Background: an optimization exercise with open tools, aiming at small area, a short achievable clock period and few clock cycles. Do not read the settings as production practice.
Only simulation tests tie the RTL to the original design; equivalence was not proved.
Power figures rest on the tool's default switching activity, not on a simulated workload.

==> v11: inputs <==
==> flow/design.v <==
module atc_decode (
    input  wire        clk,
    input  wire        rst,         
    input  wire        start,       
    input  wire [7:0]  in_len,      
    output wire        busy,
    output reg         src_re,
    output reg  [7:0]  src_addr,
    input  wire [7:0]  src_rdata,
    input  wire [8:0]  rd_addr,
    output reg  [31:0] rd_data
);
    localparam [2:0] S_IDLE = 3'd0,
                     S_LEN  = 3'd1,    
                     S_TYP  = 3'd2,    
                     S_PAYL = 3'd3,    
                     S_PAY  = 3'd4;    
    localparam [3:0] D_FLAGS  = 4'd0,
                     D_U16    = 4'd1,
                     D_U32    = 4'd2,
                     D_TXP    = 4'd3,
                     D_DEVCLS = 4'd4,
                     D_ITVL   = 4'd5,
                     D_APPEAR = 4'd6,
                     D_ADVITV = 4'd7,
                     D_LEADDR = 4'd8,
                     D_LEROLE = 4'd9;
    reg [2:0] state;
    reg [7:0] pos;         
    reg [7:0] rm1;         
    reg [7:0] npos;        
    reg       last;        
    reg       fin;         
    reg [4:0] n;           
    reg [7:0] pa;          
    reg [4:0] j;           
    reg [3:0] dest;        
    reg       res_m;       
    reg       res_a;       
    reg [17:0] fs_present;
    reg [3:0]  fs_complete;
    reg [3:0]  fs_u16_count;
    reg [2:0]  fs_u32_count;
    reg [7:0]  v_off [0:7];    
    reg        v_n0;           
    reg [4:0]  v_n1, v_n2;     
    reg [2:0]  v_n3;           
    reg [4:0]  v_n4;           
    reg [3:0]  v_n5;           
    reg [4:0]  v_n6, v_n7;     
    reg [7:0]  fs_flags, fs_txp, fs_lerole;
    reg [7:0]  fs_appear [0:1];
    reg [7:0]  fs_advitvl [0:1];
    reg [7:0]  fs_devcls [0:2];
    reg [7:0]  fs_itvl [0:3];
    reg [7:0]  fs_leaddr [0:6];
    reg [7:0]  u16 [0:27];     
    reg [7:0]  u32 [0:27];     
    assign busy = (state != S_IDLE);
    wire take  = (state == S_IDLE) && start;
    wire clr   = rst || take;             
    wire [7:0] L = src_rdata;
    wire [7:0] T = src_rdata;
    reg        len_ok;
    reg        copies;
    reg [3:0]  t_dest;
    reg [4:0]  k_idx;         
    reg        k_valid;       
    always @* begin
        len_ok  = 1'b1;
        copies  = 1'b0;
        t_dest  = D_FLAGS;
        k_idx   = 5'd0;
        k_valid = 1'b1;
        case (T)
            8'h01:        begin k_idx = 5'd0;  len_ok = (n == 5'd1); copies = 1'b1; t_dest = D_FLAGS; end
            8'h02, 8'h03: begin k_idx = 5'd1;  len_ok = !n[0];       copies = 1'b1; t_dest = D_U16; end
            8'h04, 8'h05: begin k_idx = 5'd2;  len_ok = (n[1:0] == 2'd0); copies = 1'b1; t_dest = D_U32; end
            8'h06, 8'h07: begin k_idx = 5'd3;  len_ok = (n[3:0] == 4'd0); end
            8'h08, 8'h09: begin k_idx = 5'd4;  end
            8'h0A:        begin k_idx = 5'd5;  len_ok = (n == 5'd1); copies = 1'b1; t_dest = D_TXP; end
            8'h0D:        begin k_idx = 5'd6;  len_ok = (n == 5'd3); copies = 1'b1; t_dest = D_DEVCLS; end
            8'h12:        begin k_idx = 5'd7;  len_ok = (n == 5'd4); copies = 1'b1; t_dest = D_ITVL; end
            8'h16:        begin k_idx = 5'd8;  len_ok = (n >= 5'd2); end
            8'h17:        begin k_idx = 5'd9;  len_ok = (n == 5'd0 || n == 5'd6 || n == 5'd12 ||
                                                           n == 5'd18 || n == 5'd24); end
            8'h19:        begin k_idx = 5'd10; len_ok = (n == 5'd2); copies = 1'b1; t_dest = D_APPEAR; end
            8'h1A:        begin k_idx = 5'd11; len_ok = (n == 5'd2); copies = 1'b1; t_dest = D_ADVITV; end
            8'h1B:        begin k_idx = 5'd12; len_ok = (n == 5'd7); copies = 1'b1; t_dest = D_LEADDR; end
            8'h1C:        begin k_idx = 5'd13; len_ok = (n == 5'd1); copies = 1'b1; t_dest = D_LEROLE; end
            8'h20:        begin k_idx = 5'd14; len_ok = (n >= 5'd4); end
            8'h21:        begin k_idx = 5'd15; len_ok = (n >= 5'd16); end
            8'h24:        begin k_idx = 5'd16; end
            8'hFF:        begin k_idx = 5'd17; end
            default:      k_valid = 1'b0;
        endcase
    end
    wire typ_bad  = k_valid && !len_ok;
    wire go_pay   = copies && (n != 5'd0);
    reg [2:0] n_div6;
    always @* begin
        case (n)
            5'd6:    n_div6 = 3'd1;
            5'd12:   n_div6 = 3'd2;
            5'd18:   n_div6 = 3'd3;
            5'd24:   n_div6 = 3'd4;
            default: n_div6 = 3'd0;
        endcase
    end
    wire [7:0] pos_p1 = pos + 8'd1;
    wire [7:0] pos_p2 = pos + 8'd2;
    wire       jlast  = (pa == pos);          
    always @* begin
        case (state)
            S_IDLE:  begin src_re = start && !rst && (in_len != 8'd0); src_addr = 8'd0; end
            S_LEN:   begin src_re = (rm1 != 8'd0);             src_addr = pos_p1; end
            S_TYP:   begin
                if (last) begin src_re = (n != 5'd0); src_addr = pos_p2; end
                else      begin src_re = 1'b1;        src_addr = npos;   end
            end
            S_PAYL:  begin src_re = 1'b1;                      src_addr = pa;     end
            default: begin src_re = !(jlast && fin);  src_addr = jlast ? pos_p1 : pa; end
        endcase
    end
    wire len_cyc = (state == S_LEN) || (state == S_PAYL);
    always @(posedge clk) begin
        if (rst) begin
            state <= S_IDLE;
            pos   <= 8'd0;
            res_m <= 1'b0;
            res_a <= 1'b0;
        end else begin
            if (len_cyc) begin
                n    <= L[4:0] - 5'd1;
                npos <= pos_p1 + L;        
                last <= (L == rm1);
                rm1  <= rm1 + ~L;          
            end
            case (state)
                S_IDLE: if (start) begin
                    pos   <= 8'd0;
                    rm1   <= in_len - 8'd1;
                    res_m <= 1'b0;
                    res_a <= 1'b0;
                    if (in_len != 8'd0) state <= S_LEN;
                end
                S_LEN, S_PAYL: begin
                    if (L > rm1) begin
                        res_m <= 1'b1;
                        state <= S_IDLE;
                    end else if (L == 8'd0 || L > 8'd30) begin
                        res_a <= 1'b1;
                        state <= S_IDLE;
                    end else
                        state <= (state == S_LEN) ? S_TYP : S_PAY;
                    pa <= pa + 8'd1;
                end
                S_TYP: begin
                    j    <= 5'd0;
                    dest <= t_dest;
                    fin  <= last;
                    pa   <= last ? pos + 8'd3 : pos_p2;
                    if (typ_bad) begin
                        res_a <= 1'b1;
                        state <= S_IDLE;
                    end else begin
                        pos <= npos;
                        if (go_pay)
                            state <= last ? S_PAY : S_PAYL;
                        else
                            state <= last ? S_IDLE : S_LEN;
                    end
                end
                default: begin             
                    j  <= j + 5'd1;
                    pa <= pa + 8'd1;
                    if (jlast)
                        state <= fin ? S_IDLE : S_TYP;
                end
            endcase
        end
    end
    wire        fs_wr = (state == S_TYP) && !typ_bad;    
    wire [17:0] k_hot = fs_wr && k_valid ? (18'd1 << k_idx) : 18'd0;
    wire [7:0]  voff_d = clr ? 8'd0 : pos_p2;
    wire [4:0]  vn_d   = clr ? 5'd0 : n;
    integer v;
    always @(posedge clk) begin
        fs_present <= clr ? 18'd0 : (fs_present | k_hot);
        if (clr) begin
            fs_complete  <= 4'd0;
            fs_u16_count <= 4'd0;
            fs_u32_count <= 3'd0;
            v_n0 <= 1'b0;
            v_n3 <= 3'd0;
        end else begin
            if (k_hot[1]) begin fs_complete[0] <= T[0]; fs_u16_count <= n[4:1]; end
            if (k_hot[2]) begin fs_complete[1] <= T[0]; fs_u32_count <= n[4:2]; end
            if (k_hot[3]) begin fs_complete[2] <= T[0]; v_n0 <= n[4]; end
            if (k_hot[4])       fs_complete[3] <= T[0];
            if (k_hot[9])       v_n3 <= n_div6;
        end
        if (clr || k_hot[3])  v_off[0] <= voff_d;
        if (clr || k_hot[4])  v_off[1] <= voff_d;
        if (clr || k_hot[8])  v_off[2] <= voff_d;
        if (clr || k_hot[9])  v_off[3] <= voff_d;
        if (clr || k_hot[14]) v_off[4] <= voff_d;
        if (clr || k_hot[15]) v_off[5] <= voff_d;
        if (clr || k_hot[16]) v_off[6] <= voff_d;
        if (clr || k_hot[17]) v_off[7] <= voff_d;
        if (clr || k_hot[4])  v_n1 <= vn_d;
        if (clr || k_hot[8])  v_n2 <= vn_d;
        if (clr || k_hot[14]) v_n4 <= vn_d;
        if (clr || k_hot[15]) v_n5 <= vn_d[3:0];
        if (clr || k_hot[16]) v_n6 <= vn_d;
        if (clr || k_hot[17]) v_n7 <= vn_d;
    end
    wire       pay   = (state == S_PAY);
    wire [7:0] wd    = clr ? 8'd0 : src_rdata;
    wire       pd_u16 = pay && dest == D_U16;
    wire       pd_u32 = pay && dest == D_U32;
    always @(posedge clk) begin
        for (v = 0; v < 28; v = v + 1) begin
            if (clr || (pd_u16 && j == v)) u16[v] <= wd;
            if (clr || (pd_u32 && j == v)) u32[v] <= wd;
        end
        for (v = 0; v < 2; v = v + 1) begin
            if (clr || (pay && dest == D_APPEAR && j == v)) fs_appear[v]  <= wd;
            if (clr || (pay && dest == D_ADVITV && j == v)) fs_advitvl[v] <= wd;
        end
        for (v = 0; v < 3; v = v + 1)
            if (clr || (pay && dest == D_DEVCLS && j == v)) fs_devcls[v] <= wd;
        for (v = 0; v < 4; v = v + 1)
            if (clr || (pay && dest == D_ITVL && j == v))   fs_itvl[v] <= wd;
        for (v = 0; v < 7; v = v + 1)
            if (clr || (pay && dest == D_LEADDR && j == v)) fs_leaddr[v] <= wd;
        if (clr || (pay && dest == D_FLAGS))  fs_flags  <= wd;
        if (clr || (pay && dest == D_TXP))    fs_txp    <= wd;
        if (clr || (pay && dest == D_LEROLE)) fs_lerole <= wd;
    end
    wire [15:0] u16_t [0:15];
    wire [31:0] u32_t [0:7];
    genvar gi;
    generate
        for (gi = 0; gi < 16; gi = gi + 1) begin : g_u16w
            if (gi < 14) assign u16_t[gi] = {u16[2*gi+1], u16[2*gi]};
            else         assign u16_t[gi] = 16'd0;
        end
        for (gi = 0; gi < 8; gi = gi + 1) begin : g_u32w
            if (gi < 7) assign u32_t[gi] = {u32[4*gi+3], u32[4*gi+2], u32[4*gi+1], u32[4*gi]};
            else        assign u32_t[gi] = 32'd0;
        end
    endgenerate
    reg [31:0] w_ctl, w_fs, w_u32;
    reg [15:0] w_u16;
    always @* begin
        case (rd_addr[3:0])
            4'h1:    w_ctl = {31'd0, busy};                              
            4'h2:    w_ctl = {28'd0, res_a, res_m, res_a, 1'b0};         
            4'h3:    w_ctl = 32'h1743_1D00;                              
            4'h4:    w_ctl = 32'h003F_7F80;                              
            4'h9:    w_ctl = {24'd0, pos};                               
            default: w_ctl = 32'd0;
        endcase
        case (rd_addr[4:0])
            5'h00:   w_fs = {14'd0, fs_present};
            5'h01:   w_fs = {28'd0, fs_complete};
            5'h02:   w_fs = {8'd0, fs_lerole, fs_txp, fs_flags};
            5'h03:   w_fs = {fs_advitvl[1], fs_advitvl[0], fs_appear[1], fs_appear[0]};
            5'h04:   w_fs = {16'd0, 5'd0, fs_u32_count, 4'd0, fs_u16_count};
            5'h05:   w_fs = {16'd0, 7'd0, v_n0, v_off[0]};
            5'h06:   w_fs = {16'd0, 3'd0, v_n1, v_off[1]};
            5'h07:   w_fs = {16'd0, 3'd0, v_n2, v_off[2]};
            5'h08:   w_fs = {16'd0, 5'd0, v_n3, v_off[3]};
            5'h09:   w_fs = {16'd0, 3'd0, v_n4, v_off[4]};
            5'h0A:   w_fs = {16'd0, 3'd0, fs_present[15], v_n5, v_off[5]};
            5'h0B:   w_fs = {16'd0, 3'd0, v_n6, v_off[6]};
            5'h0C:   w_fs = {16'd0, 3'd0, v_n7, v_off[7]};
            5'h0D:   w_fs = {8'd0, fs_devcls[2], fs_devcls[1], fs_devcls[0]};
            5'h0E:   w_fs = {fs_itvl[3], fs_itvl[2], fs_itvl[1], fs_itvl[0]};
            5'h0F:   w_fs = {fs_leaddr[3], fs_leaddr[2], fs_leaddr[1], fs_leaddr[0]};
            5'h10:   w_fs = {8'd0, fs_leaddr[6], fs_leaddr[5], fs_leaddr[4]};
            default: w_fs = 32'd0;
        endcase
        w_u16 = u16_t[rd_addr[3:0]];
        w_u32 = u32_t[rd_addr[2:0]];
        rd_data = ({32{rd_addr[8:4] == 5'h00}} & w_ctl)
                | ({32{rd_addr[8:5] == 4'h2}}  & w_fs)
                | ({32{rd_addr[8:4] == 5'h08}} & {16'd0, w_u16})
                | ({32{rd_addr[8:3] == 6'h20}} & w_u32);
    end
endmodule
==> flow/run.sh <==
#!/bin/bash
# synth_recipe.tcl (not shown) runs the flow's synth.tcl, then flattens the netlist and writes it again
# the make line also repeats each setting of config.mk as NAME=value (left out here)
make -C /OpenROAD-flow-scripts/flow DESIGN_CONFIG=/design/flow/config.mk WORK_HOME=/design/flow/orfs CLKGATE_MAP_FILE= SYNTH_SCRIPT=/design/flow/synth_recipe.tcl finish
==> flow/config.mk <==
export PLATFORM = sky130hd
export DESIGN_NAME = atc_decode
export DESIGN_NICKNAME = atc_decode
export VERILOG_FILES = /design/flow/design.v
export SDC_FILE = /design/flow/constraint.sdc
export NUM_CORES = 4
export LEC_CHECK = 0
export ABC_AREA = 1
export CAP_MARGIN = 20
export CORE_MARGIN = 2
export CORE_UTILIZATION = 60
export CTS_BUF_LIST = sky130_fd_sc_hd__clkbuf_16
export CTS_CLUSTER_DIAMETER = 60
export CTS_CLUSTER_SIZE = 20
export PLACE_DENSITY = 0.72
export SETUP_SLACK_MARGIN = 2.0
export SLEW_MARGIN = 20
==> flow/constraint.sdc <==
create_clock -name core_clock -period 6.0 [get_ports {clk}]
set_input_delay 1.2000 -clock core_clock [delete_from_list [all_inputs] [get_ports {clk}]]
set_output_delay 1.2000 -clock core_clock [all_outputs]
set_load 0.01 [all_outputs]
==> v5 (differences from v11) <==
--- a/flow/design.v
+++ b/flow/design.v
@@ -28,7 +28,6 @@
     reg [2:0] state;
     reg [7:0] pos;         
     reg [7:0] rm1;         
-    reg [7:0] npos;        
     reg       last;        
     reg       fin;         
     reg [4:0] n;           
@@ -109,6 +108,7 @@
     end
     wire [7:0] pos_p1 = pos + 8'd1;
     wire [7:0] pos_p2 = pos + 8'd2;
+    wire [7:0] npos   = pos_p2 + {3'd0, n};   
     wire       jlast  = (pa == pos);          
     always @* begin
         case (state)
@@ -132,7 +132,6 @@
         end else begin
             if (len_cyc) begin
                 n    <= L[4:0] - 5'd1;
-                npos <= pos_p1 + L;        
                 last <= (L == rm1);
                 rm1  <= rm1 + ~L;          
             end
@@ -251,6 +250,15 @@
             else        assign u32_t[gi] = 32'd0;
         end
     endgenerate
+    wire [7:0] v_set;
+    generate
+        for (gi = 0; gi < 8; gi = gi + 1) begin : g_vset
+            assign v_set[gi] = |v_off[gi];
+        end
+    endgenerate
+    wire [17:0] present = {v_set[7], v_set[6], v_set[5], v_set[4], fs_present[13:10],
+                           v_set[3], v_set[2], fs_present[7:5], v_set[1], v_set[0],
+                           fs_present[2:0]};
     reg [31:0] w_ctl, w_fs, w_u32;
     reg [15:0] w_u16;
     always @* begin
@@ -263,7 +271,7 @@
             default: w_ctl = 32'd0;
         endcase
         case (rd_addr[4:0])
-            5'h00:   w_fs = {14'd0, fs_present};
+            5'h00:   w_fs = {14'd0, present};
             5'h01:   w_fs = {28'd0, fs_complete};
             5'h02:   w_fs = {8'd0, fs_lerole, fs_txp, fs_flags};
             5'h03:   w_fs = {fs_advitvl[1], fs_advitvl[0], fs_appear[1], fs_appear[0]};
@@ -273,7 +281,7 @@
             5'h07:   w_fs = {16'd0, 3'd0, v_n2, v_off[2]};
             5'h08:   w_fs = {16'd0, 5'd0, v_n3, v_off[3]};
             5'h09:   w_fs = {16'd0, 3'd0, v_n4, v_off[4]};
-            5'h0A:   w_fs = {16'd0, 3'd0, fs_present[15], v_n5, v_off[5]};
+            5'h0A:   w_fs = {16'd0, 3'd0, v_set[5], v_n5, v_off[5]};
             5'h0B:   w_fs = {16'd0, 3'd0, v_n6, v_off[6]};
             5'h0C:   w_fs = {16'd0, 3'd0, v_n7, v_off[7]};
             5'h0D:   w_fs = {8'd0, fs_devcls[2], fs_devcls[1], fs_devcls[0]};
--- a/flow/config.mk
+++ b/flow/config.mk
@@ -8,10 +8,10 @@
 export ABC_AREA = 1
 export CAP_MARGIN = 20
 export CORE_MARGIN = 2
-export CORE_UTILIZATION = 60
+export CORE_UTILIZATION = 70
 export CTS_BUF_LIST = sky130_fd_sc_hd__clkbuf_16
 export CTS_CLUSTER_DIAMETER = 60
 export CTS_CLUSTER_SIZE = 20
-export PLACE_DENSITY = 0.72
-export SETUP_SLACK_MARGIN = 2.0
+export PLACE_DENSITY = 0.8
+export SETUP_SLACK_MARGIN = 2.5
 export SLEW_MARGIN = 20
==> v21 (differences from v11) <==
--- a/flow/design.v
+++ b/flow/design.v
@@ -112,7 +112,7 @@
     wire       jlast  = (pa == pos);          
     always @* begin
         case (state)
-            S_IDLE:  begin src_re = start && !rst && (in_len != 8'd0); src_addr = 8'd0; end
+            S_IDLE:  begin src_re = start && (in_len != 8'd0); src_addr = 8'd0;   end
             S_LEN:   begin src_re = (rm1 != 8'd0);             src_addr = pos_p1; end
             S_TYP:   begin
                 if (last) begin src_re = (n != 5'd0); src_addr = pos_p2; end
@@ -238,19 +238,6 @@
         if (clr || (pay && dest == D_TXP))    fs_txp    <= wd;
         if (clr || (pay && dest == D_LEROLE)) fs_lerole <= wd;
     end
-    wire [15:0] u16_t [0:15];
-    wire [31:0] u32_t [0:7];
-    genvar gi;
-    generate
-        for (gi = 0; gi < 16; gi = gi + 1) begin : g_u16w
-            if (gi < 14) assign u16_t[gi] = {u16[2*gi+1], u16[2*gi]};
-            else         assign u16_t[gi] = 16'd0;
-        end
-        for (gi = 0; gi < 8; gi = gi + 1) begin : g_u32w
-            if (gi < 7) assign u32_t[gi] = {u32[4*gi+3], u32[4*gi+2], u32[4*gi+1], u32[4*gi]};
-            else        assign u32_t[gi] = 32'd0;
-        end
-    endgenerate
     reg [31:0] w_ctl, w_fs, w_u32;
     reg [15:0] w_u16;
     always @* begin
@@ -282,8 +269,9 @@
             5'h10:   w_fs = {8'd0, fs_leaddr[6], fs_leaddr[5], fs_leaddr[4]};
             default: w_fs = 32'd0;
         endcase
-        w_u16 = u16_t[rd_addr[3:0]];
-        w_u32 = u32_t[rd_addr[2:0]];
+        w_u16 = (rd_addr[3:0] < 4'd14) ? {u16[{rd_addr[3:0], 1'b1}], u16[{rd_addr[3:0], 1'b0}]} : 16'd0;
+        w_u32 = (rd_addr[2:0] < 3'd7) ? {u32[{rd_addr[2:0], 2'd3}], u32[{rd_addr[2:0], 2'd2}],
+                                         u32[{rd_addr[2:0], 2'd1}], u32[{rd_addr[2:0], 2'd0}]} : 32'd0;
         rd_data = ({32{rd_addr[8:4] == 5'h00}} & w_ctl)
                 | ({32{rd_addr[8:5] == 4'h2}}  & w_fs)
                 | ({32{rd_addr[8:4] == 5'h08}} & {16'd0, w_u16})
--- a/flow/config.mk
+++ b/flow/config.mk
@@ -8,10 +8,10 @@
 export ABC_AREA = 1
 export CAP_MARGIN = 20
 export CORE_MARGIN = 2
-export CORE_UTILIZATION = 60
+export CORE_UTILIZATION = 80
 export CTS_BUF_LIST = sky130_fd_sc_hd__clkbuf_16
 export CTS_CLUSTER_DIAMETER = 60
 export CTS_CLUSTER_SIZE = 20
-export PLACE_DENSITY = 0.72
+export PLACE_DENSITY = 0.88
 export SETUP_SLACK_MARGIN = 2.0
 export SLEW_MARGIN = 20
==> summary of the runs <==
Against v5, the final cell count of v11 is higher by 4.8%.
Worst hold slack: v5 is higher than v11 (3.7 ps).
Between v11 and v5, the lower non-clock buffer count is in v11 (gap 1).
Synthesized cell count: v11 > v21 > v5.
In v11 the via count is smaller than in v5, by about 13%.
In clock-buffer cell count, v5 and v11 do not differ.
v21 stopped in global routing. v5 finished with timing, DRC and antenna clean. v11 completed without violations.
Sequential share of layout area: v5 is lower than v11 (0.27 points).
==> figures <==
item	v11	v5	v21
Maximum capacitance violations	0	0	-
Die extent in y	240 um	222 um	209 um
Worst-margin pin slew	1070 ps	1180 ps	-
Worst setup path end	rd_data[14]	rd_data[19]	-
Total Power	12.4 mW	11.8 mW	-
Final hold viol count	0	0	-
Worst hold path startpoint	fs_present[8]	fs_present[2]	-
Tap cell instance count	748	607	-
Reg-to-reg critical path startpoint	state[2]	state[2]	-
FF-to-FF End	u16[9][7]	fs_itvl[1][6]	-
Worst-case register-to-register setup slack	2360 ps	2420 ps	-
Power in sequential cells	7.21 mW	6.85 mW	-
Biggest area consumer among cell classes	sequential cells	sequential cells	-
Via count normalized by instance count	6.30	7.62	-
Status	complete, no violations	complete, no violations	stopped before the end
Failing step	-	-	global routing
Testbench counts of v11, summed over its fixed seeds: cycles 43,076.
Testbench counts of v5, summed over its fixed seeds: cycles 43,076.
Testbench counts of v21, summed over its fixed seeds: cycles 43,076.

static timing again, ports no longer ideal:
How much do the figures lean on ideal ports? The routed layouts below were timed once more, with nothing changed but the port constraints.
Step 1 sets driving cells, clkbuf_16 on the clock port and buf_2 on the other inputs (assumed; they add their load-dependent delay and slew).
Step 2 times the ports against the registers' clock, not the clock port: input delays grow and output delays shrink by t, the midpoint of the rising clock arrivals with the driver on.
a / b / c = no drivers / after step 1 / after step 2; a / b = the first two.
run | t, ns | slack for setup (ns) | worst setup path after step 2 | pins driven straight from the clock port
v11 | 0.702 | 1.617 / 1.518 / 1.395 | input to register | 1
v5 | 0.726 | 0.900 / 0.655 / 0.655 | input to output | 1
After both steps setup and hold are still met in every run listed. For v5, which loses most, drivers alone change the setup slack by -0.245 ns; drivers and shift together by -0.245 ns.
